This is an optimization exercise on Yosys and OpenROAD, whose aim is small area, a short achievable clock period and few clock cycles per item, not a production implementation.
Function was checked by simulation only, so behaviour that the tests miss may differ from the original.
No activity file was given, so power comes from the tool's default toggle rates.

==> flow/design.v <==
module gt06_rx (
    input  wire        clk,
    input  wire        rst,
    input  wire        lenient,
    input  wire        in_valid,
    output wire        in_ready,
    input  wire [7:0]  in_data,
    output reg         rec_valid,
    input  wire        rec_ready,
    output reg  [2:0]  rec_type,
    output reg  [15:0] rec_data
);
    localparam CAP = 260;
    localparam [2:0] R_NOISE  = 3'd1,
                     R_BADLEN = 3'd2,
                     R_BADEND = 3'd3,
                     R_CRCERR = 3'd4,
                     R_HDR    = 3'd5,
                     R_PAY    = 3'd6,
                     R_END    = 3'd7;
    localparam [3:0] S_IDLE = 4'd0,
                     S_B0   = 4'd1,
                     S_B1   = 4'd2,
                     S_LEN  = 4'd3,
                     S_E0   = 4'd4,
                     S_E1   = 4'd5,
                     S_CRC  = 4'd6,
                     S_K0   = 4'd7,
                     S_K1   = 4'd8,
                     S_CERR = 4'd9,
                     S_HDR  = 4'd10,
                     S_PAY  = 4'd11,
                     S_END  = 4'd12;
    reg [7:0]  mem [0:CAP-1];
    reg [3:0]  state;
    reg [8:0]  head;      
    reg [8:0]  cnt;       
    reg [7:0]  len;       
    reg [8:0]  ptr;       
    reg [15:0] fcs;       
    reg [7:0]  hi;        
    reg [15:0] emb;       
    function [8:0] wrap;
        input [8:0] base;
        input [8:0] off;
        reg   [9:0] s;
        begin
            s = {1'b0, base} + {1'b0, off};
            if (s >= CAP)
                s = s - CAP;
            wrap = s[8:0];
        end
    endfunction
    reg [8:0] roff;
    always @(*) begin
        case (state)
            S_B1:    roff = 9'd1;
            S_LEN:   roff = 9'd2;
            S_E0:    roff = {1'b0, len} + 9'd3;
            S_E1:    roff = {1'b0, len} + 9'd4;
            S_CRC:   roff = ptr;
            S_K0:    roff = {1'b0, len} + 9'd1;
            S_K1:    roff = {1'b0, len} + 9'd2;
            S_HDR:   roff = 9'd3;
            S_PAY:   roff = ptr;
            default: roff = 9'd0;
        endcase
    end
    wire [8:0] raddr = wrap(head, roff);
    wire [7:0] rd    = mem[raddr];
    reg [15:0] fcs_next;
    integer i;
    always @(*) begin
        fcs_next = fcs ^ {8'h00, rd};
        for (i = 0; i < 8; i = i + 1)
            fcs_next = fcs_next[0] ? ((fcs_next >> 1) ^ 16'h8408) : (fcs_next >> 1);
    end
    wire [15:0] computed = ~fcs;
    wire [8:0]  frame_len = {1'b0, len} + 9'd5;
    assign in_ready = (state == S_IDLE);
    always @(*) begin
        rec_valid = 1'b0;
        rec_type  = 3'd0;
        rec_data  = 16'h0000;
        case (state)
            S_B0: if (cnt != 9'd0 && rd != 8'h78) begin
                rec_valid = 1'b1;
                rec_type  = R_NOISE;
                rec_data  = {8'h00, rd};
            end
            S_B1: if (rd != 8'h78) begin
                rec_valid = 1'b1;
                rec_type  = R_NOISE;
                rec_data  = 16'h0078;
            end
            S_LEN: if (rd < 8'd3) begin
                rec_valid = 1'b1;
                rec_type  = R_BADLEN;
                rec_data  = {8'h00, rd};
            end
            S_E1: if ({hi, rd} != 16'h0D0A) begin
                rec_valid = 1'b1;
                rec_type  = R_BADEND;
                rec_data  = {hi, rd};
            end
            S_CERR: begin
                rec_valid = 1'b1;
                rec_type  = R_CRCERR;
                rec_data  = computed;
            end
            S_HDR: begin
                rec_valid = 1'b1;
                rec_type  = R_HDR;
                rec_data  = {len, rd};
            end
            S_PAY: begin
                rec_valid = 1'b1;
                rec_type  = R_PAY;
                rec_data  = {8'h00, rd};
            end
            S_END: begin
                rec_valid = 1'b1;
                rec_type  = R_END;
                rec_data  = emb;
            end
            default: ;
        endcase
    end
    wire fire = rec_valid & rec_ready;
    always @(posedge clk) begin
        if (state == S_IDLE && in_valid)
            mem[wrap(head, cnt)] <= in_data;
    end
    always @(posedge clk) begin
        if (rst) begin
            state <= S_IDLE;
            head  <= 9'd0;
            cnt   <= 9'd0;
        end else begin
            case (state)
                S_IDLE: if (in_valid) begin
                    cnt   <= cnt + 9'd1;
                    state <= S_B0;
                end
                S_B0: begin
                    if (cnt == 9'd0)
                        state <= S_IDLE;
                    else if (rd != 8'h78) begin
                        if (fire) begin
                            head <= wrap(head, 9'd1);
                            cnt  <= cnt - 9'd1;
                        end
                    end else if (cnt == 9'd1)
                        state <= S_IDLE;
                    else
                        state <= S_B1;
                end
                S_B1: begin
                    if (rd != 8'h78) begin
                        if (fire) begin
                            head  <= wrap(head, 9'd1);
                            cnt   <= cnt - 9'd1;
                            state <= S_B0;
                        end
                    end else if (cnt == 9'd2)
                        state <= S_IDLE;
                    else
                        state <= S_LEN;
                end
                S_LEN: begin
                    len <= rd;
                    if (rd < 8'd3) begin
                        if (fire) begin
                            head  <= wrap(head, 9'd2);
                            cnt   <= cnt - 9'd2;
                            state <= S_B0;
                        end
                    end else if (cnt < {1'b0, rd} + 9'd5)
                        state <= S_IDLE;
                    else
                        state <= S_E0;
                end
                S_E0: begin
                    hi    <= rd;
                    state <= S_E1;
                end
                S_E1: begin
                    if ({hi, rd} != 16'h0D0A) begin
                        if (fire) begin
                            head  <= wrap(head, 9'd2);
                            cnt   <= cnt - 9'd2;
                            state <= S_B0;
                        end
                    end else begin
                        fcs   <= 16'hFFFF;
                        ptr   <= 9'd2;
                        state <= S_CRC;
                    end
                end
                S_CRC: begin
                    fcs <= fcs_next;
                    ptr <= ptr + 9'd1;
                    if (ptr == {1'b0, len})
                        state <= S_K0;
                end
                S_K0: begin
                    hi    <= rd;
                    state <= S_K1;
                end
                S_K1: begin
                    emb <= {hi, rd};
                    if (computed == {hi, rd})
                        state <= S_HDR;
                    else
                        state <= S_CERR;
                end
                S_CERR: if (fire) begin
                    if (lenient)
                        state <= S_HDR;
                    else begin
                        head  <= wrap(head, frame_len);
                        cnt   <= cnt - frame_len;
                        state <= S_B0;
                    end
                end
                S_HDR: if (fire) begin
                    ptr <= 9'd4;
                    if (len == 8'd3)
                        state <= S_END;
                    else
                        state <= S_PAY;
                end
                S_PAY: if (fire) begin
                    ptr <= ptr + 9'd1;
                    if (ptr == {1'b0, len})
                        state <= S_END;
                end
                S_END: if (fire) begin
                    head  <= wrap(head, frame_len);
                    cnt   <= cnt - frame_len;
                    state <= S_B0;
                end
                default: state <= S_IDLE;
            endcase
        end
    end
endmodule
==> flow/run.sh <==
#!/bin/bash
# synth_recipe.tcl (not shown) runs the flow's synth.tcl, then flattens the netlist and writes it again
# the make line also repeats each setting of config.mk as NAME=value (left out here)
make -C /OpenROAD-flow-scripts/flow DESIGN_CONFIG=/design/flow/config.mk WORK_HOME=/design/flow/orfs CLKGATE_MAP_FILE= SYNTH_SCRIPT=/design/flow/synth_recipe.tcl finish
==> flow/config.mk <==
export PLATFORM = sky130hd
export DESIGN_NAME = gt06_rx
export DESIGN_NICKNAME = gt06_rx
export VERILOG_FILES = /design/flow/design.v
export SDC_FILE = /design/flow/constraint.sdc
export NUM_CORES = 4
export LEC_CHECK = 0
export CAP_MARGIN = 20
export CORE_MARGIN = 2
export CORE_UTILIZATION = 40
export SLEW_MARGIN = 20
==> flow/constraint.sdc <==
create_clock -name core_clock -period 13.0 [get_ports {clk}]
set_input_delay 2.6000 -clock core_clock [delete_from_list [all_inputs] [get_ports {clk}]]
set_output_delay 2.6000 -clock core_clock [all_outputs]
set_load 0.01 [all_outputs]
==> run notes <==
-- metal layers --
layer | part of all wire (%) | routed length [microns] | track usage (%)
met1 | 40 | 111000 | 32.9
met2 | 46 | 128000 | 36.3
met3 | 8.7 | 24000 | 4.57
met4 | 4.5 | 12500 | 9.34
met5 | 0.0033 | 9 | 0
-- area by class of cell --
type	instances	area share, %
clock inverters	137	1.52
clock buffers	258	5.48
inverters	67	0.244
multi-input cells	2684	24.5
well taps	3009	3.65
flip-flops and latches	2159	62.7
repair buffers	201	1.87
diodes	1	0.00243
-- worst paths after layout --
check                              endpoint  slack, ps  depth (start not counted)
worst max-delay path            rec_data[0]        290                         30
worst min-delay path                 emb[8]        500                          0
worst min register to register       emb[8]        500                          0
worst max register to register     state[2]       3090                         37
-- sequential cells by signal (all words and copies together), names as in the netlist --
signal and cells:
state 4, len 8, fcs 16, cnt 9, head 9, hi 8
mem 2080, emb 16, ptr 9
-- where the power goes --
group | leakage, nW | internal (mW) | switching (mW)
Sequential | 19.4 | 7.80 | 0.0729
Combinational | 9.35 | 2.48 | 4.51
Clock | 3.51 | 3.66 | 2.70
Total | 32.3 | 13.9 | 7.28
-- stage by stage --
stage,cell area [sq um],total power [mW],setup TNS (ps)
finish,103000,21.2,0
global route,103000,21.8,-8.61
CTS,103000,21.1,0
detailed placement,95300,14.8,0
global placement,95300,14.8,0
floorplan,91200,12.1,0
-- repair_timing --
action | CTS | global route
pin swaps | 2 | 10
gates cloned | 1 | 2
setup buffers | 0 | 26
resized for setup | 6 | 25
endpoints found under the setup margin | 6 | 15
hold endpoints to repair | 0 | 0
-- layout by cell type, fill, tap and decap left out, types with 11 or more instances in the layout --
cell	n
o21ai_0	65
clkinv_2	36
clkbuf_1	38
clkinv_1	55
and2_1	11
nor3_1	69
a31oi_1	32
dfxtp_1	22
inv_1	63
mux2_2	12
buf_4	142
mux4_2	521
clkdlybuf4s50_1	25
nand4_1	39
bufinv_16	28
ha_1	70
clkbuf_16	222
mux2i_1	124
a211o_1	11
o211ai_1	38
and3_1	35
xnor2_1	80
a221oi_1	12
nor2_1	415
buf_12	17
edfxtp_1	2137
nor2b_1	16
o31ai_1	16
nand3_1	97
nand2b_1	15
a22oi_1	30
a211oi_1	38
nand2_1	392
or3_1	22
xor2_1	39
a21o_1	18
a21oi_1	174
nor4_1	18
o22ai_1	25
-- cells by family after synthesis --
group,after synthesis
xor+xnor,124
flops,2159
buf+inv,378
fa+ha+maj,78
mux,661
compound gates,625
simple gates,1195
==> Flow_metrics.wiki <==
{| class="wikitable"
! Metric !! Value
|-
| Total GRT Usage || 23.5%
|-
| Combinational family with the most area after synthesis || multiplexers
|-
| Gr ovfl total || 0
|-
| Filler cell count in the final layout || 19,300
|-
| 1st-iter DRT viols || 7,054
|-
| Synth warn || 1
|-
| Initial antenna violation count || 2
|-
| Final cell count without fillers || 8,516
|-
| Number of synthesized flops with an enable pin || 2,137
|-
| Number of global-route vias before repair || 49,600
|-
| Share of async-settable or async-resettable flops after synthesis || 0%
|-
| Num CTS Buffers || 216
|-
| Placed cells || 8,089
|-
| Post-synthesis compound-gate area fraction || 4.76%
|-
| Most used cell, CP || nor2_1
|-
| Share of post-route cells with drive strength above 1 || 20.1%
|-
| Remaining antenna violation count || 0
|-
| Post-Syn Nets || 5,311
|-
| Req. time, crit path || 10,400 ps
|-
| Largest stage delay on the critical path || 1080 ps
|-
| DR WL/cell || 32.4 microns
|-
| Relative slew slack || 15.5%
|-
| Launch point of the worst hold path || hi[0]
|-
| Simple-gate area share of the yosys netlist || 5.88%
|-
| Minimum setup slack in the final design || 287 ps
|-
| Via count || 51,600
|-
| Skew final || 56.7 ps
|-
| Largest net degree at the start of global routing || 110
|-
| Number of placement rows || 175
|-
| Final RePlAce weighted congestion || 0.993
|-
| Hpwl dp || 175 mm
|-
| Sequential Area || 64,600 sq um
|-
| Leak || 32.3 nW
|-
| Most numerous cell in the Yosys netlist || edfxtp_1
|-
| Die Outline Area || 232,000 sq um
|-
| Share of Yosys cell area claimed by the top area cell type || 70.4%
|-
| Instance count of the mapped netlist || 5,220
|-
| Worst-skew pair later-pin latency || 880 ps
|-
| Arrival time reported for the critical path endpoint || 10,110 ps
|-
| Seq cells post-synth || 2,159
|-
| Effective utilization at floorplan || 40.2%
|-
| Core outline area || 227,000 sq um
|-
| Share of synthesized cell area in full adder, half adder and majority cells || 1.11%
|-
| Time the final worst path needs with I/O delays and setup || 12,710 ps
|-
| CTS tree || yes
|-
| Count of unique library cells instantiated by Yosys || 103
|-
| Multiplexer area fraction after synthesis || 14.4%
|-
| Final Max Slew Viols || 0
|-
| Number of setup violations in the final report || 0
|-
| Final hold slack || 503 ps
|-
| Cell with the largest stage delay on the worst path || o311ai_1
|-
| Startpoint type of the worst setup path || register
|-
| Final core utilization || 45.4%
|-
| Path type of the worst setup path || register to primary output
|-
| Final clock period utilization by the worst path || 97.8%
|-
| DIE HEIGHT || 481 microns
|-
| Run status || no timing/DRC/antenna violations
|-
| Vias per std cell || 6.06
|-
| Global-route wire length before repair || 386 mm
|-
| CP endpoint kind || primary output
|-
| Number of buffers on the longest clock path || 3
|-
| Post-synthesis area per instance || 17.5 sq um
|-
| Maximum level of the CTS H-tree || 4
|-
| Final Hold Fails || 0
|-
| Maximum Capacitance Violations || 0
|-
| Post-synthesis share of cell area spent on xor and xnor gates || 1.21%
|-
| Final net count || 5,420
|-
| Worst Path Max Fanout || 17
|-
| Top cells by area in the synthesized netlist || edfxtp_1, mux4_2, nor2_1, nand2_1, mux2i_1
|-
| PD cells || 206 nW/um^2
|-
| Buffers & Inverters on Critical Path || 6
|-
| Remaining design rule violation count || 0
|-
| List of most frequent post-synthesis cells || edfxtp_1, mux4_2, nor2_1
|-
| Portion of the post-synthesis area used by sequential elements || 70.9%
|-
| Cell taking the most area after synthesis || edfxtp_1
|-
| Post-cts hold buffer count || 0
|-
| Die Width || 481 microns
|-
| DRT Wirelength || 276 mm
|-
| Detailed-router iteration count before antenna repair || 6
|-
| Worst slack at placement || 681 ps
|-
| Footprint of the multi-input gates || 25,300 sq um
|-
| Type of the worst min-delay path || register to register
|-
| Tightest Pin Transition || 1260 ps
|-
| Startpoint of the lowest-slack register-to-register path || state[0]
|-
| Beginning of the critical path || state[0]
|-
| Signed area change from the synthesized netlist to the final layout || 13.0%
|-
| Cell class contributing the biggest share of worst-path delay || compound AO/OA/AOI/OAI gates
|-
| CTS clk-pin slew, worst paths || 60 ps
|-
| TritonCTS sink count || 2,159
|-
| Top achievable clock speed || 78.7 MHz
|-
| Root Buffer Master || clkbuf_16
|-
| Number of input and output port buffers inserted || 33
|-
| Post-synthesis instance area || 91,200 sq um
|-
| Total I/O pin count || 34
|-
| Worst supply voltage drop on vdd || 0.000172 V
|-
| Most frequently used flop master after synthesis || edfxtp_1
|}
Testbench counts, summed over its fixed seeds: cycles 62,583, bytes 11,304.

## what the ideal ports hide
The results above use ideal ports. As a check the final layout listed here was re-extracted and re-timed, cells and wires unchanged. Step 1 (the two cells are an assumption about what drives the block):
set clk [get_ports {clk}]
set_driving_cell -lib_cell sky130_fd_sc_hd__clkbuf_16 $clk
set_driving_cell -lib_cell sky130_fd_sc_hd__buf_2 [delete_from_list [all_inputs] $clk]
Step 2 also shifts input and output timing later by t, the mid clock arrival at the registers, as if the neighbouring blocks saw the same clock. Slacks: ideal ports / drivers / drivers and shift; pairs: ideal ports / drivers.
t, ns: 0.939
setup slack, ns: 0.287 / 0.195 / 1.134
worst hold slack (ns): 0.503 / 0.503 / 0.503
cell pins on the clock port's net: 1
After both steps this run still meets setup and hold. The setup slack of this run moves by -0.092 ns with the drivers and by +0.847 ns with both steps.
